From an optimization exercise on the open Yosys and OpenROAD flow, aimed at small area, a short achievable clock period and few clock cycles per item; shortcuts taken in it are not production practice.
RTL that was checked went through simulation tests only; none was proved equivalent to the original.
Only the layout flow was run in runs 2 to 5; the RTL was not checked for function there.
Power figures rest on the tool's default switching activity, not on a simulated workload.

$ cat flow/design.v
module pn532_codec (
    input  wire       clk,
    input  wire       rst,
    input  wire [7:0] in_data,
    input  wire       in_valid,
    output wire       in_ready,
    output wire [7:0] out_data,
    output wire       out_valid,
    output wire       out_last,
    output wire       out_fault,
    input  wire       out_ready
);
    localparam I_IDLE = 0;    
    localparam I_TAIL = 1;    
    localparam I_LEN  = 2;    
    localparam I_DATA = 3;    
    localparam I_SKIP = 4;    
    localparam I_DPRE = 5;    
    localparam I_DLCS = 6;    
    localparam I_DTFI = 7;    
    localparam I_DRC  = 8;    
    localparam I_DPAY = 9;    
    localparam I_DST  = 10;   
    localparam I_ECMD = 11;   
    localparam I_ELEN = 12;   
    localparam I_EPAY = 13;   
    localparam I_EH1  = 14;   
    localparam I_EH2  = 15;   
    localparam I_EH3  = 16;   
    localparam I_EH4  = 17;   
    localparam I_EH5  = 18;   
    localparam I_EH6  = 19;   
    localparam I_LO   = 20;   
    localparam I_RES  = 21;   
    localparam NS     = 22;
    reg [NS-1:0] st;
    reg [1:0]  mode;
    reg [7:0]  rem;
    reg [15:0] acc;
    reg        f1, f4;
    reg [7:0]  o_data;
    reg        o_valid, o_last, o_fault;
    function [7:0] dec8;
        input [7:0] x;
        integer i;
        reg b;
        begin
            b = 1'b1;
            for (i = 0; i < 8; i = i + 1) begin
                dec8[i] = x[i] ^ b;
                b = b & ~x[i];
            end
        end
    endfunction
    wire s_idle = st[I_IDLE], s_tail = st[I_TAIL], s_len = st[I_LEN], s_data = st[I_DATA];
    wire s_skip = st[I_SKIP], s_dpre = st[I_DPRE], s_dlcs = st[I_DLCS], s_dtfi = st[I_DTFI];
    wire s_drc = st[I_DRC], s_dpay = st[I_DPAY], s_dst = st[I_DST], s_ecmd = st[I_ECMD];
    wire s_elen = st[I_ELEN], s_epay = st[I_EPAY], s_eh1 = st[I_EH1], s_eh2 = st[I_EH2];
    wire s_eh3 = st[I_EH3], s_eh4 = st[I_EH4], s_eh5 = st[I_EH5], s_eh6 = st[I_EH6];
    wire s_lo = st[I_LO], s_res = st[I_RES];
    wire ob_free = !o_valid || out_ready;
    reg  takes;                  
    assign in_ready = takes && ob_free;
    wire v    = in_valid;
    wire fire = v && in_ready;
    wire m_dcs = (mode == 2'b00);
    wire m_dec = (mode == 2'b11);
    wire inv   = (mode == 2'b10);
    wire [7:0]  cx = acc[7:0] ^ in_data;
    wire [7:0]  ct = {cx[7:4] ^ cx[3:0], cx[3:0]};
    wire [15:0] crc_n = {ct[7:3], ct[2:0] ^ ct[7:5], acc[15:12] ^ ct[4:1],
                         acc[11] ^ ct[0] ^ ct[7], acc[10:8] ^ ct[6:4]};
    wire [7:0] fc     = acc[15:8];
    wire [7:0] diff   = acc[7:0] - in_data;         
    wire [7:0] rem_m1 = dec8(rem);
    wire [7:0] fc_m1  = dec8(fc);
    wire [8:0] n_p2   = {1'b0, in_data} + 9'd2;
    wire       ovf    = n_p2[8];
    reg        r_last;                           
    wire       rem2   = (rem == 8'd2);
    wire       lo_z   = (acc[7:0] == 8'h00);
    reg        fc_1;                             
    wire       n_z    = (in_data == 8'h00);
    wire       n_lt13 = (in_data < 8'd13);
    wire op_dcs = (in_data == 8'h01);
    wire op_a   = (in_data == 8'h02);
    wire op_b   = (in_data == 8'h03);
    wire op_enc = (in_data == 8'h04);
    wire op_dec = (in_data == 8'h06);
    wire op_st  = (in_data == 8'h7E);
    wire op_rst = (in_data == 8'h7F);
    wire op_len = op_dcs || op_a || op_b || op_dec;
    wire op_ref = !(op_len || op_enc || op_st || op_rst);
    wire [8:0] inc_s = {1'b0, rem} + {1'b0, ~fc};
    reg  d_inc;
    wire d_bad  = !lo_z || (fc[7:1] == 7'd0);
    wire d_fail = d_inc || d_bad;
    wire f_op  = fire && (s_idle || s_tail);
    wire f_len = fire && s_len;
    wire [NS-1:0] st_n;
    assign st_n[I_IDLE] = (s_idle && !fire) || (s_tail && ob_free && !fire) ||
                          (f_op && op_rst) || (f_len && m_dec && n_lt13 && n_z) ||
                          ((s_skip || s_dst) && fire && r_last) ||
                          (s_lo && ob_free && m_dcs) || (s_res && ob_free);
    assign st_n[I_TAIL] = (s_tail && !ob_free) || (s_lo && ob_free && !m_dcs);
    assign st_n[I_LEN]  = (s_len && !fire) || (f_op && op_len);
    assign st_n[I_DATA] = (s_data && !(fire && r_last)) || (f_len && !m_dec && !n_z);
    assign st_n[I_SKIP] = (s_skip && !(fire && r_last)) || (f_len && m_dec && n_lt13 && !n_z) ||
                          (s_dtfi && fire && d_fail) || (s_dst && ob_free && !(fire && r_last)) ||
                          (s_elen && fire && ovf);
    assign st_n[I_DPRE] = (s_dpre && !(fire && fc_1)) || (f_len && m_dec && !n_lt13);
    assign st_n[I_DLCS] = (s_dlcs && !fire) || (s_dpre && fire && fc_1);
    assign st_n[I_DTFI] = (s_dtfi && !fire) || (s_dlcs && fire);
    assign st_n[I_DRC]  = (s_drc && !fire) || (s_dtfi && fire && !d_fail);
    assign st_n[I_DPAY] = (s_dpay && !(fire && fc_1)) || (s_drc && fire);
    assign st_n[I_DST]  = (s_dst && !ob_free) || (s_dpay && fire && fc_1);
    assign st_n[I_ECMD] = (s_ecmd && !fire) || (f_op && op_enc);
    assign st_n[I_ELEN] = (s_elen && !fire) || (s_ecmd && fire);
    assign st_n[I_EPAY] = (s_epay && !(fire && r_last)) || (s_eh6 && ob_free && !rem2);
    assign st_n[I_EH1]  = (s_eh1 && !ob_free) || (s_elen && fire && !ovf);
    assign st_n[I_EH2]  = (s_eh2 && !ob_free) || (s_eh1 && ob_free);
    assign st_n[I_EH3]  = (s_eh3 && !ob_free) || (s_eh2 && ob_free);
    assign st_n[I_EH4]  = (s_eh4 && !ob_free) || (s_eh3 && ob_free);
    assign st_n[I_EH5]  = (s_eh5 && !ob_free) || (s_eh4 && ob_free);
    assign st_n[I_EH6]  = (s_eh6 && !ob_free) || (s_eh5 && ob_free);
    assign st_n[I_LO]   = (s_lo && !ob_free) || (s_data && fire && r_last) ||
                          (f_len && !m_dec && n_z) || (s_eh6 && ob_free && rem2) ||
                          (s_epay && fire && r_last);
    assign st_n[I_RES]  = (s_res && !ob_free) || (f_op && op_ref) || (f_op && op_st);
    wire emit = ob_free && (s_tail || s_dst || !takes ||
                            (v && (s_drc || s_epay || s_elen || (s_dpay && !fc_1) ||
                                   (s_len && m_dec && n_lt13) || (s_dtfi && d_fail))));
    wire emit_ld = ob_free && (s_tail || s_dst || !takes ||
                               (v && (s_drc || s_epay || s_elen || s_dpay || s_len || s_dtfi)));
    wire e_last  = s_tail || s_len || s_dtfi || s_dst || s_res || (s_lo && m_dcs) || (s_elen && ovf);
    wire e_fault = (s_res && mode[0]) || (s_elen && ovf);
    wire [7:0] e_const;
    assign e_const[0] = s_len || s_dtfi || (s_elen && ovf) || s_eh2;
    assign e_const[1] = s_len || (s_dtfi && d_inc) || (s_dst && !lo_z) || (s_res && !mode[0] && f1) || s_eh2;
    assign e_const[2] = s_eh2 || s_eh5 || (s_res && mode[0]);
    assign e_const[3] = s_eh2;
    assign e_const[4] = s_eh2 || s_eh5 || (s_res && !mode[0] && f4);
    assign e_const[5] = s_eh2;
    assign e_const[6] = s_eh2 || s_eh5;
    assign e_const[7] = s_eh2 || s_eh5;
    wire       s_in  = s_drc || s_dpay || s_epay;
    wire [7:0] acc_byte = (({8{s_tail || s_eh6}} & acc[15:8]) | ({8{s_lo}} & acc[7:0])) ^ {8{inv}};
    wire [7:0] in_byte  = s_drc ? in_data - 8'd1 : in_data;
    wire [7:0] e_data = e_const | acc_byte | ({8{s_in}} & in_byte) |
                        ({8{s_eh3}} & rem) | ({8{s_eh4}} & ~rem_m1);
    wire lo_2c   = f_op && op_enc;
    wire lo_init = f_len;
    wire lo_crc  = fire && s_data && !m_dcs;
    wire lo_diff = fire && ((s_data && m_dcs) || (s_dpre && fc_1) || s_dlcs || s_dtfi ||
                            s_drc || s_dpay || s_ecmd || s_epay);
    wire [7:0] lo_iv = (mode == 2'b01) ? 8'h63 : (mode == 2'b10) ? 8'hFF : 8'h00;
    wire [7:0] lo_n = ({8{lo_2c}} & 8'h2C) | ({8{lo_init}} & lo_iv) |
                      ({8{lo_crc}} & crc_n[7:0]) | ({8{lo_diff}} & diff);
    wire hi_init = f_len;
    wire hi_crc  = fire && s_data;
    wire hi_in   = fire && ((s_dpre && fc_1) || s_ecmd);
    wire hi_dec  = fire && ((s_dpre && !fc_1) || s_dtfi || s_dpay);
    wire hi_z    = s_eh6 && ob_free;
    wire [7:0] hi_iv = (mode == 2'b01) ? 8'h63 : (mode == 2'b10) ? 8'hFF :
                       (mode == 2'b11) ? 8'h0A : 8'h00;
    wire [7:0] hi_n = ({8{hi_init}} & hi_iv) | ({8{hi_crc}} & crc_n[15:8]) |
                      ({8{hi_in}} & in_data) | ({8{hi_dec}} & fc_m1);
    always @(posedge clk) begin
        if (lo_2c || lo_init || lo_crc || lo_diff)
            acc[7:0] <= lo_n;
        if (hi_init || hi_crc || hi_in || hi_dec || hi_z)
            acc[15:8] <= hi_n;
        if (fire) begin
            rem    <= (s_len || s_elen) ? n_p2[7:0] : rem_m1;
            r_last <= (s_len || s_elen) ? (in_data == 8'd1) : (rem == 8'd4);
        end
        if (hi_init || hi_in || hi_dec)
            fc_1 <= hi_dec ? (fc == 8'd2) : hi_in ? (in_data == 8'd1) : 1'b0;
        if (s_dlcs)
            d_inc <= !(inc_s[8] && (inc_s[7:2] != 6'd0));
        if (f_op)
            mode <= {op_b || op_dec, !(op_dcs || op_b || op_st)};
        if (emit_ld) begin
            o_data  <= e_data;
            o_last  <= e_last;
            o_fault <= e_fault;
        end
    end
    always @(posedge clk) begin
        if (rst) begin
            st      <= {{(NS-1){1'b0}}, 1'b1};
            takes   <= 1'b1;
            o_valid <= 1'b0;
            f1      <= 1'b0;
            f4      <= 1'b0;
        end else begin
            st <= st_n;
            takes <= !(st_n[I_EH1] || st_n[I_EH2] || st_n[I_EH3] || st_n[I_EH4] ||
                       st_n[I_EH5] || st_n[I_EH6] || st_n[I_LO] || st_n[I_RES]);
            if (emit)
                o_valid <= 1'b1;
            else if (out_ready)
                o_valid <= 1'b0;
            if (f_op && op_rst) begin
                f1 <= 1'b0;
                f4 <= 1'b0;
            end else begin
                if (s_elen && fire && ovf)
                    f1 <= 1'b1;
                if (f_op && op_ref)
                    f4 <= 1'b1;
            end
        end
    end
    assign out_data  = o_data;
    assign out_valid = o_valid;
    assign out_last  = o_last;
    assign out_fault = o_fault;
endmodule
$ cat flow/flow/run.sh
#!/bin/bash
set -euo pipefail
export BUFFER_PORTS_ARGS="-buffer_cell sky130_fd_sc_hd__buf_2"
bash standard.sh > standard_flow.log 2>&1
$ cat flow/standard.sh
#!/bin/bash
# synth_recipe.tcl (not shown) runs the flow's synth.tcl, then flattens the netlist and writes it again
# the make line also repeats each setting of config.mk as NAME=value (left out here)
make -C /OpenROAD-flow-scripts/flow DESIGN_CONFIG=/design/flow/config.mk WORK_HOME=/design/flow/orfs CLKGATE_MAP_FILE= SYNTH_SCRIPT=/design/flow/synth_recipe.tcl "${@:-finish}"
$ cat flow/config.mk
export PLATFORM = sky130hd
export DESIGN_NAME = pn532_codec
export DESIGN_NICKNAME = pn532_codec
export VERILOG_FILES = /design/flow/design.v
export SDC_FILE = /design/flow/constraint.sdc
export NUM_CORES = 4
export LEC_CHECK = 0
export CAP_MARGIN = 20
export CORE_MARGIN = 2
export CORE_UTILIZATION = 40
export SETUP_SLACK_MARGIN = 2.5
export SLEW_MARGIN = 20
$ cat flow/constraint.sdc
create_clock -name core_clock -period 5.0 [get_ports {clk}]
set_input_delay 1.0000 -clock core_clock [delete_from_list [all_inputs] [get_ports {clk}]]
set_output_delay 1.0000 -clock core_clock [all_outputs]
set_load 0.01 [all_outputs]
==> flow_summary_export.csv, run 1 <==
group,metric,value,unit
timing,tns,0,ns
setup_path,crit_start,"out_ready",
synth,ys_async_sr_fraction,0,
setup_path,start_kind,"primary input",
grt,grt_pass1_wl,21600,µm
floorplan,die_width,112,µm
clocking,clock_latency,0.33,ns
routing,first_iter_violations,327,
timing,timing.final.crit_share,0.506,
timing,worst_pin_slew,0.969,ns
floorplan,initial_utilization,0.410,
finish,final_nets,594,
place,place_area,0.00489,mm²
synth,seq_area_frac_synth,0.363,
routing,drt_pass1_iterations,5,
synth,yosysWarnings,1,
setup_path,r2r-start,"rem[1]",
timing,timing.fmax,0.395,GHz
synth,yosysTopAreaCellShare,0.251,
power_and_ir_drop,power,1.43,mW
synth,synth.most_common_cell,"nand2_1",
clocking,cts_tree,"done",
routing,vias,4144,
setup_path,cp-end-kind,"output pin",
setup_path,cp-endpoint,"in_ready",
grt,met1_usage,0.296,
grt,grt_pass1_vias,3926,
power_and_ir_drop,vdd_drop_max,0.161,mV
finish,areaGrowthSynthToFinish,17.6,%
grt,busiest_layer,"met2",
setup_path,cp_data_arrival_time,1.53,ns
clocking,clk_path_buf_depth,2,
setup_path,required,4.00,ns
grt,met2_usage,0.341,
clocking,cts.clk_slew.worst_paths,0.06,ns
timing,hold_ws,0.481,ns
floorplan,std_cell_rows,39,
timing,fin_crit,2.53,ns
synth,ys_ff_latch,65,
grt,overflow,0,
routing,drc,0,
setup_path,r2r_end,"o_data[7]",
synth,yosysTopAreaCell,"edfxtp_1",
power_and_ir_drop,p_per_area,260,mW/mm²
setup_path,path_class,"in -> out",
place,hpwl,10600,µm
synth,synth-edff-count,39,
run_status,status,"complete, no violations",
synth,syn_nets,565,
floorplan,die_h,112,µm
timing,skew,0.0105,ns
clocking,root_buffer,"clkbuf_16",
timing,hold_violations,0,
setup_path,reg2regPathDepth,10,
finish,antenna_cells,0,
finish,final_area,0.00548,mm²
synth,ys_types,69,
grt,grt_max_degree,29,
setup_path,cp_max_fo,5,
floorplan,core_area,0.0114,mm²
clocking,cts_hold_buf,0,
routing,wl,13800,µm
synth,synth_commonest_cells,"nand2_1, nor2_1, ha_1",
grt,grtUsageMet3,0.0501,
timing,finalMaxSlewViolations,0,
synth,synthesis.area,0.00466,mm²
synth,ys.flop_type,"edfxtp_1",
place,place.gp.congestion,0.926,
timing,postLayoutSetupSlackWorst,2.47,ns
routing,antenna_left,0,
timing,finalSetupViolCount,0,
place,pre_cts_ws,1.79,ns
routing,viasPerCell,6.02,
grt,track_usage,0.220,
setup_path,regToRegSetupSlack,2.61,ns
timing,max_slew_margin,0.353,
floorplan,io_pins,24,
floorplan,dieArea,0.0125,mm²
place,port_buffers,23,
hold_path,hold_path.class,"reg -> reg",
clocking,numCtsBuffers,9,
grt,antenna_found_initial,0,
power_and_ir_drop,power.leakage,2.20,nW
routing,drt-wirelength-per-cell,20.1,µm
synth,syn_inst,511,
finish,layout-drive-gt1-share,0.183,
finish,fill_cells,1061,
job,cap_viol_max_count,0,
timing,grt_setup_unrepaired,"true",
synth,syn_area_per_cell,9.12,µm²
clocking,cts_sinks,65,
synth,synthTopCellsByArea,"edfxtp_1, dfxtp_1, ha_1, xnor2_1, a21oi_1",
clocking,htreeDepth,3,
## repair_timing
action                                  in CTS  in global routing
resized for setup                           11                 16
gates cloned                                 0                  0
setup buffers                                9                 12
pin swaps                                    3                 12
endpoints found under the setup margin      27                 20
hold endpoints to repair                     0                  0
## per-layer routing
metal	vias to the layer above	wire, µm
li1	1934	-
met2	202	6350
met1	1977	5970
met5	-	0
met3	31	1010
met4	0	500
## layout make-up
cell class / count / area [µm²] / area share
clock buffers: 9 / 225 / 0.0411
inverters: 31 / 128 / 0.0233
flip-flops and latches: 65 / 1690 / 0.309
multi-input cells: 388 / 2860 / 0.521
clock inverters: 7 / 70.1 / 0.0128
repair buffers: 45 / 330 / 0.0603
well taps: 143 / 179 / 0.0326
## worst min-delay path by stage
stage               cells past startpoint  startpoint  slack [ns]   end
floorplan                               1          f1        0.44    f1
global placement                        2      st[11]        0.47  flop
detailed placement                      2      st[11]        0.47  flop
CTS                                     2      st[11]        0.48  flop
global route                            2      st[11]        0.51  flop
finish                                  2      st[11]        0.48  flop
## logic make-up after synthesis
family                   synth area share
adder cells (fa/ha/maj)             0.114
multiplexers                      0.00430
AO/OA/AOI/OAI                       0.195
AND/OR/NAND/NOR                     0.183
buffers and inverters              0.0542
XOR/XNOR                           0.0865
flip-flops                          0.363
## state kept, by name, indices dropped and copies added (netlist names), named ones only
signal / flops
mode: 2
acc: 16
fc_1: 1
rem: 8
o_valid: 1
f4: 1
f1: 1
r_last: 1
o_last: 1
o_fault: 1
d_inc: 1
takes: 1
st: 20
o_data: 8
## critical path, stage by stage
cell and delay, ns:
buf_6 0.09, nand2b_4 0.16, and2_4 0.17, buf_6 0.11
## where the power goes
group / leakage [nW] / total, mW / internal, mW / switching, mW
registers: 0.571 / 0.605 / 0.587 / 0.0179
clock network: 0.147 / 0.629 / 0.386 / 0.244
logic: 1.49 / 0.193 / 0.0788 / 0.115
## per-stage QoR
stage                     cells  utilization
after floorplan             511            -
after global placement      650        0.430
after detailed placement    651        0.430
after CTS                   676        0.467
after global routing        688        0.482
final                       688        0.482
## cell usage in the layout (no fill, tap or decap), types with 6 or more instances in the layout
cell type / Yosys / routed
nand2_1: 50 / 50
nor2_1: 47 / 46
edfxtp_1: 39 / 39
a21oi_1: 40 / 38
ha_1: 41 / 36
inv_1: 29 / 26
dfxtp_1: 26 / 26
xnor2_1: 24 / 22
xor2_1: 22 / 21
buf_2: 7 / 19
buf_4: 1 / 19
nand3_1: 18 / 18
a22oi_1: 12 / 12
o211ai_1: 11 / 11
clkbuf_16: 0 / 9
nor2b_1: 6 / 6
nor4_1: 6 / 6
Testbench counts, summed over its fixed seeds: cycles 78,497, items 1,920.
==> run 2, diff against run 1 <==
--- a/flow/design.v
+++ b/flow/design.v
@@ -39,7 +39,8 @@
     reg [15:0] acc;
     reg        f1, f4;
     reg [7:0]  o_data;
-    reg        o_valid, o_last, o_fault;
+    reg        o_idle, o_last, o_fault;      
+    wire       o_valid = !o_idle;
     function [7:0] dec8;
         input [7:0] x;
         integer i;
@@ -58,7 +59,7 @@
     wire s_elen = st[I_ELEN], s_epay = st[I_EPAY], s_eh1 = st[I_EH1], s_eh2 = st[I_EH2];
     wire s_eh3 = st[I_EH3], s_eh4 = st[I_EH4], s_eh5 = st[I_EH5], s_eh6 = st[I_EH6];
     wire s_lo = st[I_LO], s_res = st[I_RES];
-    wire ob_free = !o_valid || out_ready;
+    wire ob_free = o_idle || out_ready;
     reg  takes;                  
     assign in_ready = takes && ob_free;
     wire v    = in_valid;
@@ -190,7 +191,7 @@
         if (rst) begin
             st      <= {{(NS-1){1'b0}}, 1'b1};
             takes   <= 1'b1;
-            o_valid <= 1'b0;
+            o_idle  <= 1'b1;
             f1      <= 1'b0;
             f4      <= 1'b0;
         end else begin
@@ -198,9 +199,9 @@
             takes <= !(st_n[I_EH1] || st_n[I_EH2] || st_n[I_EH3] || st_n[I_EH4] ||
                        st_n[I_EH5] || st_n[I_EH6] || st_n[I_LO] || st_n[I_RES]);
             if (emit)
-                o_valid <= 1'b1;
+                o_idle  <= 1'b0;
             else if (out_ready)
-                o_valid <= 1'b0;
+                o_idle  <= 1'b1;
             if (f_op && op_rst) begin
                 f1 <= 1'b0;
                 f4 <= 1'b0;
==> flow/flow/run.sh (replaced) <==
#!/bin/bash
set -euo pipefail
export BUFFER_PORTS_ARGS="-buffer_cell sky130_fd_sc_hd__buf_4"
bash standard.sh > standard_flow.log 2>&1
--- a/flow/config.mk
+++ b/flow/config.mk
@@ -8,5 +8,5 @@
 export CAP_MARGIN = 20
 export CORE_MARGIN = 2
 export CORE_UTILIZATION = 40
-export SETUP_SLACK_MARGIN = 2.5
+export SETUP_SLACK_MARGIN = 2.7
 export SLEW_MARGIN = 20
==> run 2 against run 1 <==
  * Die area down 1.3%
  * Largest power group unchanged
  * Non-clock buffer count grew 45
  * Via count increased by 6.6%
  * Worst hold slack lost 0.0030 ns
  * Critical path type unchanged
==> flow_summary_export.csv, run 2 <==
group,metric,value,unit
clocking,cts_tree,"done",
clocking,cts_sinks,65,
floorplan,core_area,0.0113,mm²
routing,vias,4419,
grt,grt_max_degree,23,
place,port_buffers,23,
floorplan,initial_utilization,0.406,
setup_path,start_kind,"primary input",
setup_path,required,4.00,ns
grt,grt_pass1_wl,23100,µm
routing,antenna_left,0,
place,hpwl,10600,µm
finish,max_flop_register,"st",
synth,syn_area_per_cell,8.93,µm²
clocking,cts.clk_slew.worst_paths,0.06,ns
grt,track_usage,0.241,
run_status,status,"complete, no violations",
clocking,root_buffer,"clkbuf_16",
synth,syn_nets,569,
power_and_ir_drop,vdd_drop_max,0.167,mV
finish,antenna_cells,0,
place,place.gp.congestion,0.922,
synth,ys.flop_type,"edfxtp_1",
synth,ys_ff_latch,65,
finish,final_area,0.00634,mm²
timing,worst_pin_slew,0.954,ns
timing,skew,0.00699,ns
synth,ys_types,62,
synth,yosysTopAreaCell,"edfxtp_1",
setup_path,cp_data_arrival_time,1.57,ns
clocking,htreeDepth,3,
timing,finalMaxSlewViolations,0,
synth,synth-edff-count,39,
floorplan,die_h,111,µm
synth,seq_area_frac_synth,0.368,
hold_path,hold_path.class,"reg -> reg",
setup_path,crit_start,"out_ready",
power_and_ir_drop,power.leakage,2.53,nW
synth,synthTopCellsByArea,"edfxtp_1, dfxtp_1, ha_1, nand2_1, xor2_1",
routing,viasPerCell,5.96,
synth,yosysTopAreaCellShare,0.255,
synth,synthesis.area,0.00460,mm²
finish,layout_common_cells,"buf_4, nand2_1, edfxtp_1",
synth,yosysWarnings,1,
grt,overflow,0,
finish,layout-drive-gt1-share,0.331,
clocking,numCtsBuffers,9,
place,place_area,0.00505,mm²
setup_path,cp-end-kind,"output pin",
routing,drc,0,
routing,drt-wirelength-per-cell,20.6,µm
grt,grt_pass1_vias,4067,
timing,max_slew_margin,0.362,
timing,postLayoutSetupSlackWorst,2.43,ns
finish,final_nets,647,
routing,wl,15300,µm
synth,synth.most_common_cell,"nand2_1",
clocking,clock_latency,0.34,ns
setup_path,r2r-start,"rem[0]",
place,pre_cts_ws,0.982,ns
finish,largest_registers,"st: 20 flops, acc: 16 flops",
timing,hold_violations,0,
synth,synth_commonest_cells,"nand2_1, nor2_1, ha_1",
floorplan,std_cell_rows,39,
setup_path,cp_max_fo,2,
clocking,clk_path_buf_depth,2,
job,cap_viol_max_count,0,
synth,ys_async_sr_fraction,0,
grt,antenna_found_initial,0,
timing,timing.final.crit_share,0.513,
floorplan,die_width,111,µm
routing,first_iter_violations,497,
clocking,cts_hold_buf,0,
timing,finalSetupViolCount,0,
timing,timing.fmax,0.390,GHz
place,placed_cells,657,
setup_path,reg2regPathDepth,10,
timing,grt_setup_unrepaired,"true",
timing,hold_ws,0.478,ns
power_and_ir_drop,p_per_area,242,mW/mm²
setup_path,path_class,"in -> out",
finish,layout_commonest_cell,"buf_4",
timing,fin_crit,2.57,ns
finish,instances_no_fill,741,
synth,syn_inst,515,
finish,largest_register_ffs,20,
hold_path,min-delay-start,"st[11]",
floorplan,dieArea,0.0124,mm²
hold_path,hold_depth,2,
finish,areaGrowthSynthToFinish,37.9,%
floorplan,io_pins,24,
timing,tns,0,ns
routing,drt_pass1_iterations,7,
-- run 2: cell types whose count changed in the layout (fill, tap and decap cells not counted), moves of 4 or more --
cell	before	now
ha_4	3	10
ha_1	36	26
buf_2	19	0
nor2_1	46	37
a21oi_1	38	34
and2_4	1	5
clkinvlp_4	1	5
buf_6	4	21
xnor2_1	22	18
buf_4	19	67
nor2b_1	6	2
-- run 2: path summary, 6_finish.rpt --
check / to / slack (ns)
setup / recovery: in_ready / 2.43
hold / removal: st[11] / 0.48
setup reg to reg: o_data[7] / 2.63
hold reg to reg: st[11] / 0.48
-- run 2: area by class of cell --
type                    instances  area [µm²]
fillers                       977        4980
multi-input cells             393        3220
clock inverters                 6        62.6
well taps                     143         179
inverters                      32         141
flip-flops and latches         65        1690
clock buffers                  10         250
repair buffers                 90         779
repair inverters                2        15.0
-- run 2: power by group --
part           switching [mW]  internal, mW
logic                   0.141         0.120
clock network           0.250         0.416
registers              0.0163         0.587
total                   0.408          1.12
-- run 2: cells by family (layout without fill, tap and decap cells) --
| logic type | Yosys count | after routing | share of synthesized area |
|---|---|---|---|
| simple gates | 177 | 177 | 0.184 |
| compound gates | 126 | 126 | 0.190 |
| flops | 65 | 65 | 0.368 |
| buf+inv | 57 | 140 | 0.0495 |
| xor+xnor | 46 | 46 | 0.0876 |
| fa+ha+maj | 42 | 42 | 0.116 |
| mux | 2 | 2 | 0.00435 |
-- run 2: repair_timing --
item / in CTS / in global routing
resized for setup: 54 / 48
gates cloned: 2 / 0
endpoints found under the setup margin: 67 / 40
setup buffers: 43 / 23
pin swaps: 31 / 23
-- run 2: per-stage QoR --
stage                      util  total power, mW
final                     0.560             1.53
after global routing      0.560             1.58
after CTS                 0.524             1.50
after detailed placement  0.446            0.797
after global placement    0.446            0.795
after floorplan               -            0.743
-- run 2: critical path, stage by stage --
cell and delay, ns:
buf_6 0.09, or2_4 0.22, and2_4 0.14, buf_6 0.11
-- run 2: metal layers --
metal	global-route usage	share of wire	vias to the layer above
li1	-	-	2039
met1	0.333	0.43	2087
met2	0.391	0.47	246
met3	0.0334	0.070	47
met4	0.0765	0.034	0
met5	0	0	-
==> run 3, diff against run 2 <==
--- a/flow/config.mk
+++ b/flow/config.mk
@@ -8,5 +8,5 @@
 export CAP_MARGIN = 20
 export CORE_MARGIN = 2
 export CORE_UTILIZATION = 40
-export SETUP_SLACK_MARGIN = 2.7
+export SETUP_SLACK_MARGIN = 2.5
 export SLEW_MARGIN = 20
==> run 3 against run 2 <==
  * Clock skew fell by 0.0015 ns
  * Sequential power hardly changed
  * Global-route usage decreased by 1.3 points
  * Worst hold slack better by 0.0039 ns
  * First-iteration DRC count decreased by 7.0%
  * Non-clock buffer count down 50
  * Sequential share of layout area up 3.8 points
==> flow_summary_export.csv, run 3 <==
group,metric,value,unit
timing,hold_violations,0,
setup_path,cp-end-kind,"output pin",
power_and_ir_drop,power.leakage,2.24,nW
floorplan,io_pins,24,
timing,fin_crit,2.60,ns
grt,overflow,0,
job,cap_viol_max_count,0,
routing,vias,4108,
setup_path,required,4.00,ns
synth,synthesis.area,0.00460,mm²
finish,layout_common_cells,"nand2_1, nor2_1, edfxtp_1",
finish,antenna_cells,0,
finish,fill_cells,1075,
synth,seq_area_frac_synth,0.368,
synth,yosysTopAreaCell,"edfxtp_1",
finish,layout-drive-gt1-share,0.192,
routing,wl_met3,807,µm
setup_path,critPathMostFrequentCell,"buf_6",
finish,largest_register_ffs,20,
setup_path,r2r-start,"acc[10]",
routing,wl,14100,µm
synth,synthTopCellsByArea,"edfxtp_1, dfxtp_1, ha_1, nand2_1, xor2_1",
routing,viasPerCell,5.95,
setup_path,crit_family,"simple AND/OR/NAND/NOR gates",
synth,synth_commonest_cells,"nand2_1, nor2_1, ha_1",
setup_path,cp_num_cells,4,
hold_path,hold_path.class,"reg -> reg",
floorplan,initial_utilization,0.406,
grt,grt_pass1_vias,3980,
grt,grt_max_degree,23,
clocking,htreeDepth,3,
setup_path,timing.critical_path.buf_inv,2,
setup_path,r2r_end,"d_inc",
synth,ys_async_sr_fraction,0,
place,hpwl,10700,µm
synth,yosysTopAreaCellShare,0.255,
clocking,clock_latency,0.34,ns
timing,skew,0.00547,ns
power_and_ir_drop,p_per_area,264,mW/mm²
clocking,numCtsBuffers,9,
routing,antenna_left,0,
clocking,cts_hold_buf,0,
timing,worst_pin_slew,0.853,ns
timing,grt_setup_unrepaired,"true",
finish,final_nets,596,
routing,drt_pass1_iterations,5,
floorplan,die_width,111,µm
setup_path,path_class,"in -> out",
routing,drc,0,
floorplan,core_area,0.0113,mm²
setup_path,max_stage_delay,0.25,ns
routing,wl_met1,6300,µm
setup_path,cp-endpoint,"in_ready",
timing,timing.final.crit_share,0.521,
synth,syn_nets,569,
routing,drt-wirelength-per-cell,20.4,µm
floorplan,die_h,111,µm
synth,synth-edff-count,39,
floorplan,dieArea,0.0124,mm²
timing,finalMaxSlewViolations,0,
setup_path,crit_start,"out_ready",
synth,ys_types,62,
setup_path,crit_chain,"buf_6, or2_4, and2_4, buf_6",
setup_path,start_kind,"primary input",
finish,areaGrowthSynthToFinish,20.5,%
floorplan,std_cell_rows,39,
routing,wl_met2,6750,µm
run_status,status,"complete, no violations",
timing,timing.fmax,0.384,GHz
synth,synth.most_common_cell,"nand2_1",
timing,tns,0,ns
place,port_buffers,23,
synth,ys.flop_type,"edfxtp_1",
setup_path,regToRegSetupSlack,2.58,ns
synth,syn_inst,515,
finish,max_flop_register,"st",
timing,finalSetupViolCount,0,
clocking,clk_path_buf_depth,2,
clocking,root_buffer,"clkbuf_16",
clocking,cts_tree,"done",
routing,highest_layer,"met4",
finish,layout_commonest_cell,"nand2_1",
power_and_ir_drop,vdd_drop_max,0.165,mV
setup_path,cp_data_arrival_time,1.60,ns
clocking,cts_sinks,65,
synth,ys_ff_latch,65,
hold_path,min-delay-start,"st[18]",
routing,first_iter_violations,462,
clocking,cts.clk_slew.worst_paths,0.05,ns
synth,syn_area_per_cell,8.93,µm²
finish,largest_registers,"st: 20 flops, acc: 16 flops",
timing,max_slew_margin,0.429,
grt,antenna_found_initial,0,
setup_path,cpMaxStageDelayCell,"or2_4",
grt,track_usage,0.228,
timing,hold_ws,0.482,ns
setup_path,reg2regPathDepth,8,
synth,yosysWarnings,1,
place,place.gp.congestion,0.901,
grt,grt_pass1_wl,22000,µm
setup_path,cp_max_fo,4,
## run 3: worst min-delay path by stage
stage	end	slack, ns	cells after the start
floorplan	f4	0.44	1
global placement	st[18]	0.46	2
detailed placement	flop	0.48	2
CTS	st[19]	0.48	2
global route	st[11]	0.50	2
finish	st[19]	0.48	2
## run 3: logic make-up after synthesis
| group | Yosys count | synth area share |
|---|---|---|
| and+or+nand+nor | 177 | 0.184 |
| AOI/OAI and AO/OA | 126 | 0.190 |
| DFF | 65 | 0.368 |
| buffers and inverters | 57 | 0.0495 |
| xor gates and xnor gates | 46 | 0.0876 |
| adders and majority gates | 42 | 0.116 |
| muxes | 2 | 0.00435 |
## run 3: routing by layer
layer | track usage | vias to the layer above
met5 | 0 | -
met4 | 0.0642 | 0
met3 | 0.0405 | 16
met2 | 0.379 | 146
met1 | 0.306 | 2013
li1 | - | 1933
## run 3: final cells by class
| class | instances | area (µm²) | share of cell area |
|---|---|---|---|
| flip-flops and latches | 65 | 1690 | 0.305 |
| clock inverters | 2 | 12.5 | 0.00226 |
| clock buffers | 14 | 307 | 0.0553 |
| inverters | 32 | 128 | 0.0230 |
| well taps | 143 | 179 | 0.0323 |
| repair buffers | 40 | 319 | 0.0576 |
| repair inverters | 1 | 7.51 | 0.00135 |
| multi-input cells | 393 | 2900 | 0.523 |
## run 3: timing repair
action                     4_1_cts  5_1_grt
setup endpoints to repair       58       29
buffers inserted                 9        7
pin swaps                        4        6
resized for setup               14       17
cloned                           1        0
## run 3: report_power, final
group | leakage [nW] | internal, mW | switching (mW) | total [mW]
clock network | 0.160 | 0.424 | 0.239 | 0.663
logic | 1.51 | 0.0824 | 0.118 | 0.200
registers | 0.571 | 0.587 | 0.0161 | 0.603
total | 2.24 | 1.09 | 0.372 | 1.47
## run 3: worst reg2reg max path, cell delays in order (launching register included)
cell and delay [ns]:
edfxtp_1 0.45, inv_1 0.11, ha_1 0.33, a21oi_1 0.14, a21oi_1 0.10, or2_2 0.33
nor4_1 0.24, a311oi_1 0.13, o32ai_2 0.38
## run 3: through the flow
stage	total power, mW	util	cell area [µm²]	setup WS (ns)	cells
5_1_grt	1.51	0.490	5540	2.38	690
2_1_floorplan	0.733	-	4730	2.43	515
3_5_place_dp	0.791	0.436	4940	1.44	657
4_1_cts	1.46	0.477	5400	2.38	683
3_3_place_gp	0.786	0.436	4940	1.49	657
6_report	1.47	0.490	5540	2.40	690
==> run 4, diff against run 3 <==
--- a/flow/design.v
+++ b/flow/design.v
@@ -39,8 +39,9 @@
     reg [15:0] acc;
     reg        f1, f4;
     reg [7:0]  o_data;
-    reg        o_idle, o_last, o_fault;      
-    wire       o_valid = !o_idle;
+    reg        o_valid, o_last, o_fault;
+    reg [7:0]  k_data;
+    reg        k_valid, k_last, k_fault;
     function [7:0] dec8;
         input [7:0] x;
         integer i;
@@ -59,7 +60,8 @@
     wire s_elen = st[I_ELEN], s_epay = st[I_EPAY], s_eh1 = st[I_EH1], s_eh2 = st[I_EH2];
     wire s_eh3 = st[I_EH3], s_eh4 = st[I_EH4], s_eh5 = st[I_EH5], s_eh6 = st[I_EH6];
     wire s_lo = st[I_LO], s_res = st[I_RES];
-    wire ob_free = o_idle || out_ready;
+    wire ob_free = !k_valid;                    
+    wire o_busy  = o_valid && !out_ready;       
     reg  takes;                  
     assign in_ready = takes && ob_free;
     wire v    = in_valid;
@@ -181,27 +183,32 @@
             d_inc <= !(inc_s[8] && (inc_s[7:2] != 6'd0));
         if (f_op)
             mode <= {op_b || op_dec, !(op_dcs || op_b || op_st)};
-        if (emit_ld) begin
-            o_data  <= e_data;
-            o_last  <= e_last;
-            o_fault <= e_fault;
+        if (!o_busy) begin
+            o_data  <= k_valid ? k_data  : e_data;
+            o_last  <= k_valid ? k_last  : e_last;
+            o_fault <= k_valid ? k_fault : e_fault;
+        end
+        if (emit_ld && o_busy) begin
+            k_data  <= e_data;
+            k_last  <= e_last;
+            k_fault <= e_fault;
         end
     end
     always @(posedge clk) begin
         if (rst) begin
             st      <= {{(NS-1){1'b0}}, 1'b1};
             takes   <= 1'b1;
-            o_idle  <= 1'b1;
+            o_valid <= 1'b0;
+            k_valid <= 1'b0;
             f1      <= 1'b0;
             f4      <= 1'b0;
         end else begin
             st <= st_n;
             takes <= !(st_n[I_EH1] || st_n[I_EH2] || st_n[I_EH3] || st_n[I_EH4] ||
                        st_n[I_EH5] || st_n[I_EH6] || st_n[I_LO] || st_n[I_RES]);
-            if (emit)
-                o_idle  <= 1'b0;
-            else if (out_ready)
-                o_idle  <= 1'b1;
+            if (!o_busy)
+                o_valid <= k_valid || emit;
+            k_valid <= o_busy && (k_valid || emit);
             if (f_op && op_rst) begin
                 f1 <= 1'b0;
                 f4 <= 1'b0;
==> run 4 against run 3 <==
  * Via count up 6.5%
  * Sequential cell count up 11
  * Design area up 14%
  * Non-clock buffer count up 8
  * First-iteration DRC count down 11%
  * Synthesized cell count up 4.9%
  * Power up 13%
  * Maximum frequency down 0.54%
  * Worst setup slack worse by 0.014 ns
  * Clock skew about the same
  * Synthesized area up 12%
  * Die area up 11%
  * Largest power group unchanged
  * Highest routed layer unchanged
==> flow_summary_export.csv, run 4 <==
group,metric,value,unit
floorplan,core_area,0.0126,mm²
clocking,htreeDepth,3,
floorplan,die_h,117,µm
hold_path,hold_path.class,"reg -> reg",
power_and_ir_drop,p_per_area,262,mW/mm²
synth,syn_area_per_cell,9.50,µm²
clocking,root_buffer,"clkbuf_16",
setup_path,cpMaxStageDelayCell,"mux2_4",
setup_path,timing.critical_path.buf_inv,5,
grt,grt_max_degree,29,
finish,antenna_cells,0,
floorplan,std_cell_rows,41,
job,cap_viol_max_count,0,
clocking,clock_latency,0.35,ns
finish,largest_register_ffs,20,
finish,largest_registers,"st: 20 flops, acc: 16 flops",
clocking,numCtsBuffers,9,
hold_path,hold_depth,2,
timing,skew,0.00524,ns
timing,hold_violations,0,
synth,seq_area_frac_synth,0.392,
grt,antenna_found_initial,0,
timing,max_slew_margin,0.417,
floorplan,io_pins,24,
floorplan,initial_utilization,0.408,
power_and_ir_drop,vdd_drop_max,0.123,mV
clocking,cts.clk_slew.worst_paths,0.06,ns
setup_path,cp_num_cells,11,
synth,synthTopCellsByArea,"edfxtp_1, dfxtp_1, ha_1, a21oi_1, nor2_1",
setup_path,crit_chain,"buf_12, clkinvlp_4, buf_4, buf_6, buf_4, ha_2, nand3_4, nor4b_4, xnor2_1, o211ai_1, mux2_4",
clocking,cts_sinks,76,
timing,finalSetupViolCount,0,
synth,ys_async_sr_fraction,0,
synth,ys.flop_type,"edfxtp_1",
synth,syn_inst,540,
run_status,status,"complete, no violations",
clocking,cts_tree,"done",
setup_path,critPathMostFrequentCell,"buf_4",
synth,yosysWarnings,1,
synth,synth-edff-count,49,
timing,grt_setup_unrepaired,"true",
synth,synth_commonest_cells,"nor2_1, edfxtp_1, a21oi_1",
timing,tns,0,ns
synth,syn_nets,595,
setup_path,cp_data_arrival_time,2.72,ns
routing,drc,0,
setup_path,cp-end-kind,"flop",
timing,timing.final.crit_share,0.524,
synth,yosysTopAreaCell,"edfxtp_1",
finish,fill_cells,1142,
routing,drt_pass1_iterations,5,
finish,areaGrowthSynthToFinish,23.1,%
setup_path,crit_family,"buffers and inverters",
grt,overflow,0,
setup_path,max_stage_delay,0.32,ns
routing,first_iter_violations,410,
grt,track_usage,0.229,
setup_path,required,5.10,ns
floorplan,die_width,117,µm
power_and_ir_drop,power,1.65,mW
synth,ys_ff_latch,76,
timing,fin_crit,2.62,ns
finish,layout_commonest_cell,"edfxtp_1",
routing,wl,15000,µm
routing,viasPerCell,5.84,
routing,antenna_left,0,
grt,grt_pass1_wl,23200,µm
setup_path,start_kind,"primary input",
place,port_buffers,23,
synth,synth.most_common_cell,"nor2_1",
finish,final_nets,627,
finish,layout-drive-gt1-share,0.234,
clocking,clk_path_buf_depth,2,
timing,worst_pin_slew,0.867,ns
setup_path,cp_max_fo,3,
grt,grt_pass1_vias,4124,
place,hpwl,11000,µm
timing,finalMaxSlewViolations,0,
finish,layout_common_cells,"edfxtp_1, nor2_1, a21oi_1",
floorplan,dieArea,0.0137,mm²
timing,timing.fmax,0.382,GHz
synth,synthesis.area,0.00513,mm²
synth,ys_types,71,
clocking,cts_hold_buf,0,
routing,vias,4376,
setup_path,path_class,"in -> reg",
synth,yosysTopAreaCellShare,0.287,
routing,drt-wirelength-per-cell,20.0,µm
place,place.gp.congestion,0.966,
setup_path,reg2regPathDepth,11,
finish,max_flop_register,"st",
power_and_ir_drop,power.leakage,2.45,nW
-- run 4: changes by cell type in the layout (fill, tap and decap cells not counted), moves of 6 or more --
cell       before  now
edfxtp_1       39   49
buf_4          36   42
nor2b_1         2   10
a21oi_1        37   43
ha_1           36   29
o2111ai_1       7    1
mux2_2          0    7
nand2_1        56   37
nor2_1         42   48
-- run 4: cell families after synthesis --
family	share of synthesized area
buffers and inverters	0.0461
multiplexers	0.0356
XOR/XNOR	0.0717
flip-flops	0.392
AND/OR/NAND/NOR	0.163
adder cells (fa/ha/maj)	0.106
AO/OA/AOI/OAI	0.186
-- run 4: per-stage QoR --
stage	worst slack [ns]	area, µm²	utilization	cells	hold slack [ns]
5_1_grt	2.30	6320	0.503	749	0.511
3_3_place_gp	1.78	5450	0.434	709	0.463
3_5_place_dp	1.68	5450	0.434	709	0.462
6_report	2.38	6320	0.503	749	0.488
4_1_cts	2.45	6150	0.489	741	0.484
2_1_floorplan	2.34	5200	-	540	0.437
-- run 4: final cells by class --
cell class | instances | area, µm² | area share
multi-input combinational | 406 | 3230 | 0.511
sequential | 76 | 2010 | 0.319
timing repair buffer | 48 | 400 | 0.0634
clock buffer | 11 | 264 | 0.0418
tap | 172 | 215 | 0.0341
inverter | 31 | 130 | 0.0206
clock inverter | 5 | 65.1 | 0.0103
-- run 4: repair_timing --
item / 4_1_cts / 5_1_grt
setup buffers: 16 / 8
pin swaps: 20 / 17
setup endpoints to repair: 54 / 22
resized for setup: 48 / 22
cloned: 0 / 0
-- run 4: path summary, 6_finish.rpt --
path	start	endpoint	slack, ns
worst max-delay path	in_data[1]	o_data[7]	2.38
worst min-delay path	st[11]	flop	0.49
worst max register to register	rem[0]	o_data[7]	2.47
worst min register to register	st[11]	flop	0.49
-- run 4: worst register-to-register path, stage by stage (launching register included) --
cell      delay (ns)
edfxtp_1        0.38
inv_2           0.07
ha_4            0.17
ha_4            0.16
ha_4            0.16
ha_4            0.15
ha_4            0.15
ha_4            0.17
xnor2_4         0.13
a221oi_2        0.25
o211ai_1        0.17
mux2_4          0.32
-- run 4: routing by layer --
| metal | wire [µm] | part of all wire | global-route usage | vias up |
|---|---|---|---|---|
| li1 | - | - | - | 2050 |
| met1 | 6490 | 0.43 | 0.303 | 2119 |
| met2 | 7080 | 0.47 | 0.366 | 176 |
| met3 | 963 | 0.064 | 0.0443 | 31 |
| met4 | 436 | 0.029 | 0.0957 | 0 |
| met5 | 0 | 0 | 0 | - |
-- run 4: power breakdown --
group          internal (mW)  total (mW)  switching, mW
Clock                  0.436       0.710          0.275
Combinational          0.104       0.240          0.136
Sequential             0.687       0.704         0.0167
Total                   1.23        1.65          0.427
==> run 5, diff against run 4 <==
--- a/flow/config.mk
+++ b/flow/config.mk
@@ -8,5 +8,5 @@
 export CAP_MARGIN = 20
 export CORE_MARGIN = 2
 export CORE_UTILIZATION = 40
-export SETUP_SLACK_MARGIN = 2.5
+export SETUP_SLACK_MARGIN = 2.0
 export SLEW_MARGIN = 20
==> run 5 against run 4 <==
  * Register-to-register slack worse by 0.31 ns
  * Still clean
  * Combinational power is about 20% lower
  * Sequential share of layout area is 3.1 points higher
  * Final cell count is 2.7% lower
  * Worst setup slack worse by 0.22 ns
  * Core utilization is 4.4 points lower
  * Worst hold slack worse by 0.012 ns
  * Clock skew is 0.0068 ns higher
  * Design area is 8.9% lower
==> flow_summary_export.csv, run 5 <==
group,metric,value,unit
synth,ys_async_sr_fraction,0,
timing,timing.final.crit_share,0.569,
setup_path,crit_chain,"inv_1, ha_1, ha_1, ha_1, ha_1, ha_1, ha_1, a221oi_1, o211ai_1, mux2_2",
synth,ys_types,71,
timing,finalSetupViolCount,0,
setup_path,r2r-start,"rem[1]",
floorplan,core_area,0.0126,mm²
setup_path,cp_max_fo,4,
place,hpwl,11300,µm
clocking,cts_hold_buf,0,
grt,grt_pass1_wl,22900,µm
setup_path,required,5.10,ns
setup_path,crit_family,"adder cells",
routing,drc,0,
job,cap_viol_max_count,0,
timing,max_slew_margin,0.472,
floorplan,io_pins,24,
hold_path,hold_path.class,"reg -> reg",
floorplan,initial_utilization,0.408,
floorplan,die_width,117,µm
place,port_buffers,23,
grt,grt_max_degree,29,
clocking,numCtsBuffers,9,
timing,worst_pin_slew,0.786,ns
timing,skew,0.0120,ns
setup_path,cp-end-kind,"flop",
floorplan,dieArea,0.0137,mm²
routing,drt-wirelength-per-cell,20.3,µm
power_and_ir_drop,power.leakage,2.29,nW
clocking,root_buffer,"clkbuf_16",
setup_path,timing.critical_path.buf_inv,1,
timing,grt_setup_unrepaired,"false",
hold_path,min-delay-start,"st[0]",
place,place_area,0.00542,mm²
synth,yosysTopAreaCell,"edfxtp_1",
synth,synth-edff-count,49,
synth,ys.flop_type,"edfxtp_1",
finish,layout-drive-gt1-share,0.118,
synth,syn_area_per_cell,9.50,µm²
synth,yosysWarnings,1,
clocking,clk_path_buf_depth,2,
clocking,cts_tree,"done",
routing,vias,4307,
run_status,status,"complete, no violations",
grt,overflow,0,
synth,yosysTopAreaCellShare,0.287,
routing,wl,14800,µm
synth,synthTopCellsByArea,"edfxtp_1, dfxtp_1, ha_1, a21oi_1, nor2_1",
grt,grt_pass1_vias,3987,
power_and_ir_drop,p_per_area,275,mW/mm²
finish,antenna_cells,0,
finish,layout_commonest_cell,"nor2_1",
finish,max_flop_register,"st",
timing,timing.fmax,0.352,GHz
finish,largest_registers,"st: 20 flops, acc: 16 flops",
synth,synth_commonest_cells,"nor2_1, edfxtp_1, a21oi_1",
setup_path,crit_start,"rem[1]",
finish,largest_register_ffs,20,
setup_path,critPathMostFrequentCell,"ha_1",
grt,antenna_found_initial,0,
routing,first_iter_violations,439,
synth,syn_inst,540,
clocking,cts_sinks,76,
clocking,cts.clk_slew.worst_paths,0.07,ns
place,place.gp.congestion,0.926,
setup_path,start_kind,"flop",
grt,track_usage,0.223,
routing,drt_pass1_iterations,7,
timing,finalMaxSlewViolations,0,
synth,synth.most_common_cell,"nor2_1",
setup_path,cp_data_arrival_time,2.94,ns
timing,tns,0,ns
synth,synthesis.area,0.00513,mm²
floorplan,die_h,117,µm
floorplan,std_cell_rows,41,
finish,layout_common_cells,"nor2_1, edfxtp_1, a21oi_1",
finish,fill_cells,1235,
clocking,clock_latency,0.36,ns
finish,final_area,0.00576,mm²
clocking,htreeDepth,3,
setup_path,path_class,"reg -> reg",
power_and_ir_drop,vdd_drop_max,0.134,mV
timing,hold_violations,0,
finish,final_nets,607,
setup_path,cpMaxStageDelayCell,"edfxtp_1",
synth,seq_area_frac_synth,0.392,
setup_path,max_stage_delay,0.44,ns
synth,ys_ff_latch,76,
synth,syn_nets,595,
finish,areaGrowthSynthToFinish,12.2,%
routing,viasPerCell,5.91,
timing,fin_crit,2.84,ns
routing,antenna_left,0,
-- run 5: cell counts after synthesis --
Identical to the previous run, type by type.
-- run 5: final cells by class --
cell class	instances	area (µm²)	area share
Timing Repair Buffer	28	210	0.0365
Clock buffer	9	225	0.0391
Tap cell	172	215	0.0374
Sequential cell	76	2010	0.349
Clock inverter	7	82.6	0.0143
Inverter	31	119	0.0206
Multi-Input combinational cell	406	2890	0.502
-- run 5: path summary, 6_finish.rpt --
path | end | slack [ns] | depth (start not counted)
hold / removal | st[0] | 0.48 | 1
setup / recovery | o_data[6] | 2.16 | 10
hold reg to reg | st[0] | 0.48 | 1
setup reg to reg | o_data[6] | 2.16 | 10
-- run 5: stage by stage --
step | utilization | setup WS [ns] | total power, mW | cells | hold WS, ns
after CTS | 0.456 | 2.07 | 1.58 | 727 | 0.483
after detailed placement | 0.431 | 1.82 | 0.905 | 711 | 0.470
after global placement | 0.431 | 1.90 | 0.900 | 711 | 0.456
final | 0.458 | 2.16 | 1.58 | 729 | 0.477
after floorplan | - | 2.10 | 0.841 | 540 | 0.437
after global routing | 0.458 | 2.02 | 1.63 | 729 | 0.509
-- run 5: where the power goes --
group	switching (mW)	total (mW)	leakage, nW	internal (mW)
clock network	0.293	0.687	0.144	0.394
registers	0.0163	0.703	0.700	0.687
logic	0.117	0.193	1.44	0.0759
-- run 5: what timing repair did --
action                                  CTS  global route
resized for setup                         0             3
endpoints found under the setup margin    0            18
buffers inserted                          0             2
-- run 5: layer usage --
| layer | part of all wire | vias up | wire (µm) | GRT usage |
|---|---|---|---|---|
| met5 | 0 | - | 0 | 0 |
| met4 | 0.019 | 0 | 275 | 0.0761 |
| met3 | 0.061 | 19 | 907 | 0.0340 |
| met2 | 0.46 | 163 | 6800 | 0.348 |
| met1 | 0.46 | 2118 | 6830 | 0.317 |
| li1 | - | 2007 | - | - |
-- run 5: kinds of logic (layout without fill, tap and decap cells) --
| group | count (synthesis) | in the layout | synth area share |
|---|---|---|---|
| mux | 17 | 17 | 0.0356 |
| flops | 76 | 76 | 0.392 |
| xor+xnor | 42 | 42 | 0.0717 |
| compound gates | 134 | 134 | 0.186 |
| fa+ha+maj | 43 | 43 | 0.106 |
| simple gates | 170 | 170 | 0.163 |
| buf+inv | 58 | 75 | 0.0461 |
==> run 6, diff against run 5 <==
--- a/flow/design.v
+++ b/flow/design.v
@@ -11,7 +11,6 @@
     input  wire       out_ready
 );
     localparam I_IDLE = 0;    
-    localparam I_TAIL = 1;    
     localparam I_LEN  = 2;    
     localparam I_DATA = 3;    
     localparam I_SKIP = 4;    
@@ -30,9 +29,8 @@
     localparam I_EH4  = 17;   
     localparam I_EH5  = 18;   
     localparam I_EH6  = 19;   
-    localparam I_LO   = 20;   
-    localparam I_RES  = 21;   
-    localparam NS     = 22;
+    localparam I_RES  = 1;    
+    localparam NS     = 20;
     reg [NS-1:0] st;
     reg [1:0]  mode;
     reg [7:0]  rem;
@@ -40,8 +38,6 @@
     reg        f1, f4;
     reg [7:0]  o_data;
     reg        o_valid, o_last, o_fault;
-    reg [7:0]  k_data;
-    reg        k_valid, k_last, k_fault;
     function [7:0] dec8;
         input [7:0] x;
         integer i;
@@ -54,15 +50,15 @@
             end
         end
     endfunction
-    wire s_idle = st[I_IDLE], s_tail = st[I_TAIL], s_len = st[I_LEN], s_data = st[I_DATA];
+    wire s_idle = st[I_IDLE], s_len = st[I_LEN], s_data = st[I_DATA];
     wire s_skip = st[I_SKIP], s_dpre = st[I_DPRE], s_dlcs = st[I_DLCS], s_dtfi = st[I_DTFI];
     wire s_drc = st[I_DRC], s_dpay = st[I_DPAY], s_dst = st[I_DST], s_ecmd = st[I_ECMD];
     wire s_elen = st[I_ELEN], s_epay = st[I_EPAY], s_eh1 = st[I_EH1], s_eh2 = st[I_EH2];
     wire s_eh3 = st[I_EH3], s_eh4 = st[I_EH4], s_eh5 = st[I_EH5], s_eh6 = st[I_EH6];
-    wire s_lo = st[I_LO], s_res = st[I_RES];
-    wire ob_free = !k_valid;                    
-    wire o_busy  = o_valid && !out_ready;       
-    reg  takes;                  
+    wire s_res = st[I_RES];
+    reg  p1, p2, inv2;
+    wire ob_free = !o_valid || out_ready;
+    reg  takes;
     assign in_ready = takes && ob_free;
     wire v    = in_valid;
     wire fire = v && in_ready;
@@ -98,14 +94,17 @@
     reg  d_inc;
     wire d_bad  = !lo_z || (fc[7:1] == 7'd0);
     wire d_fail = d_inc || d_bad;
-    wire f_op  = fire && (s_idle || s_tail);
+    wire f_op  = fire && s_idle;
     wire f_len = fire && s_len;
     wire [NS-1:0] st_n;
-    assign st_n[I_IDLE] = (s_idle && !fire) || (s_tail && ob_free && !fire) ||
+    wire p2_n   = (ob_free && p1) ? !m_dcs : (p2 && !ob_free);
+    wire dec_n  = f_op ? op_dec : m_dec;
+    wire res_go = s_res && ob_free && !p2;
+    wire t_set  = ((s_data || s_epay) && fire && r_last) || (s_eh6 && ob_free && rem2) ||
+                  (f_len && !m_dec && n_z);
+    assign st_n[I_IDLE] = (s_idle && !fire) ||
                           (f_op && op_rst) || (f_len && m_dec && n_lt13 && n_z) ||
-                          ((s_skip || s_dst) && fire && r_last) ||
-                          (s_lo && ob_free && m_dcs) || (s_res && ob_free);
-    assign st_n[I_TAIL] = (s_tail && !ob_free) || (s_lo && ob_free && !m_dcs);
+                          ((s_skip || s_dst) && fire && r_last) || res_go || t_set;
     assign st_n[I_LEN]  = (s_len && !fire) || (f_op && op_len);
     assign st_n[I_DATA] = (s_data && !(fire && r_last)) || (f_len && !m_dec && !n_z);
     assign st_n[I_SKIP] = (s_skip && !(fire && r_last)) || (f_len && m_dec && n_lt13 && !n_z) ||
@@ -126,28 +125,29 @@
     assign st_n[I_EH4]  = (s_eh4 && !ob_free) || (s_eh3 && ob_free);
     assign st_n[I_EH5]  = (s_eh5 && !ob_free) || (s_eh4 && ob_free);
     assign st_n[I_EH6]  = (s_eh6 && !ob_free) || (s_eh5 && ob_free);
-    assign st_n[I_LO]   = (s_lo && !ob_free) || (s_data && fire && r_last) ||
-                          (f_len && !m_dec && n_z) || (s_eh6 && ob_free && rem2) ||
-                          (s_epay && fire && r_last);
-    assign st_n[I_RES]  = (s_res && !ob_free) || (f_op && op_ref) || (f_op && op_st);
-    wire emit = ob_free && (s_tail || s_dst || !takes ||
+    assign st_n[I_RES]  = (s_res && !res_go) || (f_op && op_ref) || (f_op && op_st);
+    wire tail = p1 || p2;
+    wire emit = ob_free && (tail || s_dst || (!takes && !(s_res && p2)) ||
                             (v && (s_drc || s_epay || s_elen || (s_dpay && !fc_1) ||
                                    (s_len && m_dec && n_lt13) || (s_dtfi && d_fail))));
-    wire emit_ld = ob_free && (s_tail || s_dst || !takes ||
+    wire emit_ld = ob_free && (tail || s_dst || !takes ||
                                (v && (s_drc || s_epay || s_elen || s_dpay || s_len || s_dtfi)));
-    wire e_last  = s_tail || s_len || s_dtfi || s_dst || s_res || (s_lo && m_dcs) || (s_elen && ovf);
-    wire e_fault = (s_res && mode[0]) || (s_elen && ovf);
+    wire s_len_e = s_len && !p2;
+    wire s_res_e = s_res && !p2;
+    wire e_last  = p2 || (p1 && m_dcs) || s_len_e || s_dtfi || s_dst || s_res_e || (s_elen && ovf);
+    wire e_fault = (s_res_e && mode[0]) || (s_elen && ovf);
     wire [7:0] e_const;
-    assign e_const[0] = s_len || s_dtfi || (s_elen && ovf) || s_eh2;
-    assign e_const[1] = s_len || (s_dtfi && d_inc) || (s_dst && !lo_z) || (s_res && !mode[0] && f1) || s_eh2;
-    assign e_const[2] = s_eh2 || s_eh5 || (s_res && mode[0]);
+    assign e_const[0] = s_len_e || s_dtfi || (s_elen && ovf) || s_eh2;
+    assign e_const[1] = s_len_e || (s_dtfi && d_inc) || (s_dst && !lo_z) || (s_res_e && !mode[0] && f1) || s_eh2;
+    assign e_const[2] = s_eh2 || s_eh5 || (s_res_e && mode[0]);
     assign e_const[3] = s_eh2;
-    assign e_const[4] = s_eh2 || s_eh5 || (s_res && !mode[0] && f4);
+    assign e_const[4] = s_eh2 || s_eh5 || (s_res_e && !mode[0] && f4);
     assign e_const[5] = s_eh2;
     assign e_const[6] = s_eh2 || s_eh5;
     assign e_const[7] = s_eh2 || s_eh5;
     wire       s_in  = s_drc || s_dpay || s_epay;
-    wire [7:0] acc_byte = (({8{s_tail || s_eh6}} & acc[15:8]) | ({8{s_lo}} & acc[7:0])) ^ {8{inv}};
+    wire [7:0] acc_byte = (({8{p2 || s_eh6}} & acc[15:8]) | ({8{p1}} & acc[7:0])) ^
+                          {8{p2 ? inv2 : inv}};
     wire [7:0] in_byte  = s_drc ? in_data - 8'd1 : in_data;
     wire [7:0] e_data = e_const | acc_byte | ({8{s_in}} & in_byte) |
                         ({8{s_eh3}} & rem) | ({8{s_eh4}} & ~rem_m1);
@@ -183,32 +183,38 @@
             d_inc <= !(inc_s[8] && (inc_s[7:2] != 6'd0));
         if (f_op)
             mode <= {op_b || op_dec, !(op_dcs || op_b || op_st)};
-        if (!o_busy) begin
-            o_data  <= k_valid ? k_data  : e_data;
-            o_last  <= k_valid ? k_last  : e_last;
-            o_fault <= k_valid ? k_fault : e_fault;
-        end
-        if (emit_ld && o_busy) begin
-            k_data  <= e_data;
-            k_last  <= e_last;
-            k_fault <= e_fault;
+        if (emit_ld) begin
+            o_data  <= e_data;
+            o_last  <= e_last;
+            o_fault <= e_fault;
         end
     end
     always @(posedge clk) begin
         if (rst) begin
             st      <= {{(NS-1){1'b0}}, 1'b1};
             takes   <= 1'b1;
+            p1      <= 1'b0;
+            p2      <= 1'b0;
             o_valid <= 1'b0;
-            k_valid <= 1'b0;
             f1      <= 1'b0;
             f4      <= 1'b0;
         end else begin
             st <= st_n;
             takes <= !(st_n[I_EH1] || st_n[I_EH2] || st_n[I_EH3] || st_n[I_EH4] ||
-                       st_n[I_EH5] || st_n[I_EH6] || st_n[I_LO] || st_n[I_RES]);
-            if (!o_busy)
-                o_valid <= k_valid || emit;
-            k_valid <= o_busy && (k_valid || emit);
+                       st_n[I_EH5] || st_n[I_EH6] || st_n[I_RES]) &&
+                     !(st_n[I_LEN] && p2_n && dec_n);
+            if (ob_free && p1) begin
+                p1   <= 1'b0;
+                p2   <= !m_dcs;
+                inv2 <= inv;
+            end else if (ob_free && p2)
+                p2 <= 1'b0;
+            if (t_set)
+                p1 <= 1'b1;
+            if (emit)
+                o_valid <= 1'b1;
+            else if (out_ready)
+                o_valid <= 1'b0;
             if (f_op && op_rst) begin
                 f1 <= 1'b0;
                 f4 <= 1'b0;
--- a/flow/config.mk
+++ b/flow/config.mk
@@ -8,5 +8,5 @@
 export CAP_MARGIN = 20
 export CORE_MARGIN = 2
 export CORE_UTILIZATION = 40
-export SETUP_SLACK_MARGIN = 2.0
+export SETUP_SLACK_MARGIN = 2.5
 export SLEW_MARGIN = 20
==> run 6 against run 5 <==
  * Critical path type is now in -> reg
  * Power is 12% lower
  * Core utilization is 2.9 points higher
  * Synthesized cell count is 3.7% lower
  * Via count is 1.5% lower
  * Wire length is 2.2% lower
  * Critical endpoint is now acc[4]
  * First-iteration DRC count is 11% higher
  * Clock power is 16% lower
  * Highest routed layer unchanged
  * Die area is 7.2% lower
  * Still clean on timing, DRC and antenna
  * Non-clock buffer count is 15 higher
  * Sequential share of layout area is 4.2 points lower
==> flow_summary_export.csv, run 6 <==
group,metric,value,unit
clocking,htreeDepth,3,
synth,synth.most_common_cell,"nand2_1",
routing,viasPerCell,6.09,
floorplan,die_width,113,µm
clocking,cts.clk_slew.worst_paths,0.06,ns
run_status,status,"complete, no violations",
job,cap_viol_max_count,0,
finish,areaGrowthSynthToFinish,18.1,%
finish,layout_common_cells,"nand2_1, a21oi_1, edfxtp_1",
synth,synthesis.area,0.00475,mm²
timing,grt_setup_unrepaired,"true",
floorplan,initial_utilization,0.412,
power_and_ir_drop,power_switching,0.381,mW
floorplan,die_h,113,µm
routing,first_iter_violations,488,
grt,grt_pass1_vias,4027,
finish,largest_register_ffs,18,
grt,grt_pass1_wl,22400,µm
synth,ys_async_sr_fraction,0,
timing,tns,0,ns
finish,final_nets,601,
power_and_ir_drop,pwr-share-clk,0.415,
setup_path,cp_data_arrival_time,2.57,ns
setup_path,cp_max_fo,8,
finish,max_flop_register,"st",
clocking,root_buffer,"clkbuf_16",
synth,ys.flop_type,"edfxtp_1",
power_and_ir_drop,combPwrFrac,0.147,
timing,worst_pin_slew,0.843,ns
setup_path,start_kind,"primary input",
clocking,cts_tree,"done",
floorplan,std_cell_rows,39,
synth,syn_inst,520,
synth,ys_ff_latch,66,
synth,syn_area_per_cell,9.13,µm²
place,hpwl,10900,µm
grt,grt_max_degree,26,
setup_path,required,5.05,ns
hold_path,hold_path.class,"reg -> reg",
routing,drc,0,
routing,drt_pass1_iterations,16,
finish,largest_registers,"st: 18 flops, acc: 16 flops",
setup_path,path_class,"in -> reg",
synth,ys_types,66,
synth,synth_commonest_cells,"nand2_1, a21oi_1, edfxtp_1, nor2_1, ha_1",
power_and_ir_drop,vdd_drop_max,0.130,mV
timing,finalMaxSlewViolations,0,
timing,timing.fmax,0.396,GHz
place,port_buffers,23,
grt,antenna_found_initial,0,
clocking,numCtsBuffers,9,
setup_path,cp-end-kind,"flop",
timing,finalSetupViolCount,0,
floorplan,dieArea,0.0128,mm²
synth,yosysTopAreaCell,"edfxtp_1",
power_and_ir_drop,power.leakage,2.17,nW
clocking,clock_latency,0.33,ns
finish,antenna_cells,0,
timing,max_slew_margin,0.427,
routing,vias,4242,
timing,postLayoutSetupSlackWorst,2.48,ns
grt,track_usage,0.229,
clocking,cts_hold_buf,0,
power_and_ir_drop,p_per_area,249,mW/mm²
finish,fin_util,0.487,
timing,skew,0.00559,ns
timing,fin_crit,2.52,ns
grt,overflow,0,
finish,layout_commonest_cell,"nand2_1",
finish,layout-drive-gt1-share,0.188,
place,pre_cts_ws,1.29,ns
floorplan,io_pins,24,
floorplan,core_area,0.0115,mm²
synth,yosysTopAreaCellShare,0.253,
routing,antenna_left,0,
synth,synth-edff-count,40,
routing,drt-wirelength-per-cell,20.8,µm
clocking,cts_sinks,66,
power_and_ir_drop,seq_power_share,0.438,
clocking,clk_path_buf_depth,2,
power_and_ir_drop,power,1.40,mW
synth,synthTopCellsByArea,"edfxtp_1, dfxtp_1, ha_1, xnor2_1, a21oi_1",
place,place.gp.congestion,0.904,
power_and_ir_drop,switching_share,0.273,
synth,yosysWarnings,1,
synth,seq_area_frac_synth,0.363,
power_and_ir_drop,p_int,1.02,mW
timing,timing.final.crit_share,0.505,
timing,hold_ws,0.471,ns
synth,syn_nets,572,
routing,wl,14500,µm
timing,hold_violations,0,
## run 6: changes by cell type in the layout (fill, tap and decap cells not counted), sizes merged, moves of 5 or more
cell,delta
xor2,-9
mux2,-9
and3,-5
buf,+15
nor2,-12
xnor2,+9
nand3,+5
edfxtp,-9
nand2,+12
## run 6: per-layer routing
| metal | vias up | track usage | part of all wire | routed length [µm] |
|---|---|---|---|---|
| met5 | - | 0 | 0 | 0 |
| met4 | 0 | 0.0764 | 0.025 | 367 |
| met3 | 29 | 0.0423 | 0.075 | 1080 |
| met2 | 205 | 0.363 | 0.46 | 6660 |
| met1 | 2030 | 0.317 | 0.44 | 6380 |
| li1 | 1978 | - | - | - |
## run 6: kinds of logic (layout without fill, tap and decap cells)
kind of cell	Yosys count	after routing	synth area share
flops	66	66	0.363
mux	4	4	0.00949
fa+ha+maj	40	40	0.107
buf+inv	56	89	0.0619
xor+xnor	42	42	0.0775
compound gates	135	135	0.193
simple gates	177	177	0.188
## run 6: what timing repair did
| action | 4_1_cts | 5_1_grt |
|---|---|---|
| hold endpoints to repair | 0 | 0 |
| gates resized for setup | 15 | 15 |
| endpoints found under the setup margin | 44 | 27 |
| pin swaps | 6 | 15 |
| setup buffers | 9 | 10 |
## run 6: path summary, 6_finish.rpt
path	end	cells past startpoint	start	slack, ns
worst max-delay path	acc[4]	9	in_data[0]	2.48
worst min register to register	st[18]	2	st[18]	0.47
worst min-delay path	st[18]	2	st[18]	0.47
worst max register to register	o_data[7]	10	rem[0]	2.60
## run 6: power groups by stage
stage                     sequential, mW  combinational [mW]  clock (mW)
final                              0.611               0.206       0.580
after global routing               0.613               0.225       0.602
after CTS                          0.611               0.194       0.583
after detailed placement           0.624               0.181           0
after global placement             0.623               0.178           0
after floorplan                    0.619               0.133           0
## run 6: final cells by class
type	count	area (µm²)
well taps	143	179
inverters	31	141
flip-flops and latches	66	1720
multi-input cells	398	2930
clock buffers	11	233
repair buffers	43	379
fillers	1114	5910
clock inverters	4	28.8
## run 6: per-stage QoR
step | cells | instance area, µm²
finish | 696 | 5610
global route | 696 | 5610
CTS | 686 | 5440
detailed placement | 662 | 5040
global placement | 662 | 5040
floorplan | 520 | 4880
## run 6: critical path: stages
cell      delay (ns)
buf_8           0.12
ha_4            0.16
inv_1           0.06
fa_2            0.40
a21o_1          0.17
a21oi_2         0.22
buf_4           0.15
xor2_1          0.14
o221ai_1        0.15

## what the ideal ports hide
How much do the figures lean on ideal ports? The routed layouts below were timed once more, with nothing changed but the port constraints. Step 1 assumes that a clkbuf_16 drives the clock port and a buf_2 every other input. Step 2 also shifts input and output timing later by t, the mid clock arrival at the registers, as if the neighbouring blocks saw the same clock. Slacks: ideal / step 1 / step 2; pairs: ideal / step 1.
run	shift t [ns]	setup slack, ns	hold WS [ns]
run 1	0.372	2.471 / 2.440 / 2.141	0.481 / 0.481 / 0.481
run 2	0.376	2.434 / 2.403 / 2.110	0.478 / 0.478 / 0.478
run 3	0.374	2.395 / 2.363 / 2.174	0.482 / 0.482 / 0.482
run 4	0.385	2.381 / 2.376 / 1.991	0.488 / 0.488 / 0.488
run 5	0.389	2.157 / 2.157 / 1.858	0.477 / 0.477 / 0.477
run 6	0.367	2.477 / 2.462 / 2.095	0.471 / 0.471 / 0.471
After both steps every run listed still meets setup and hold. The setup slack of run 4, which loses most, moves by -0.005 ns with the drivers and by -0.390 ns with both steps.
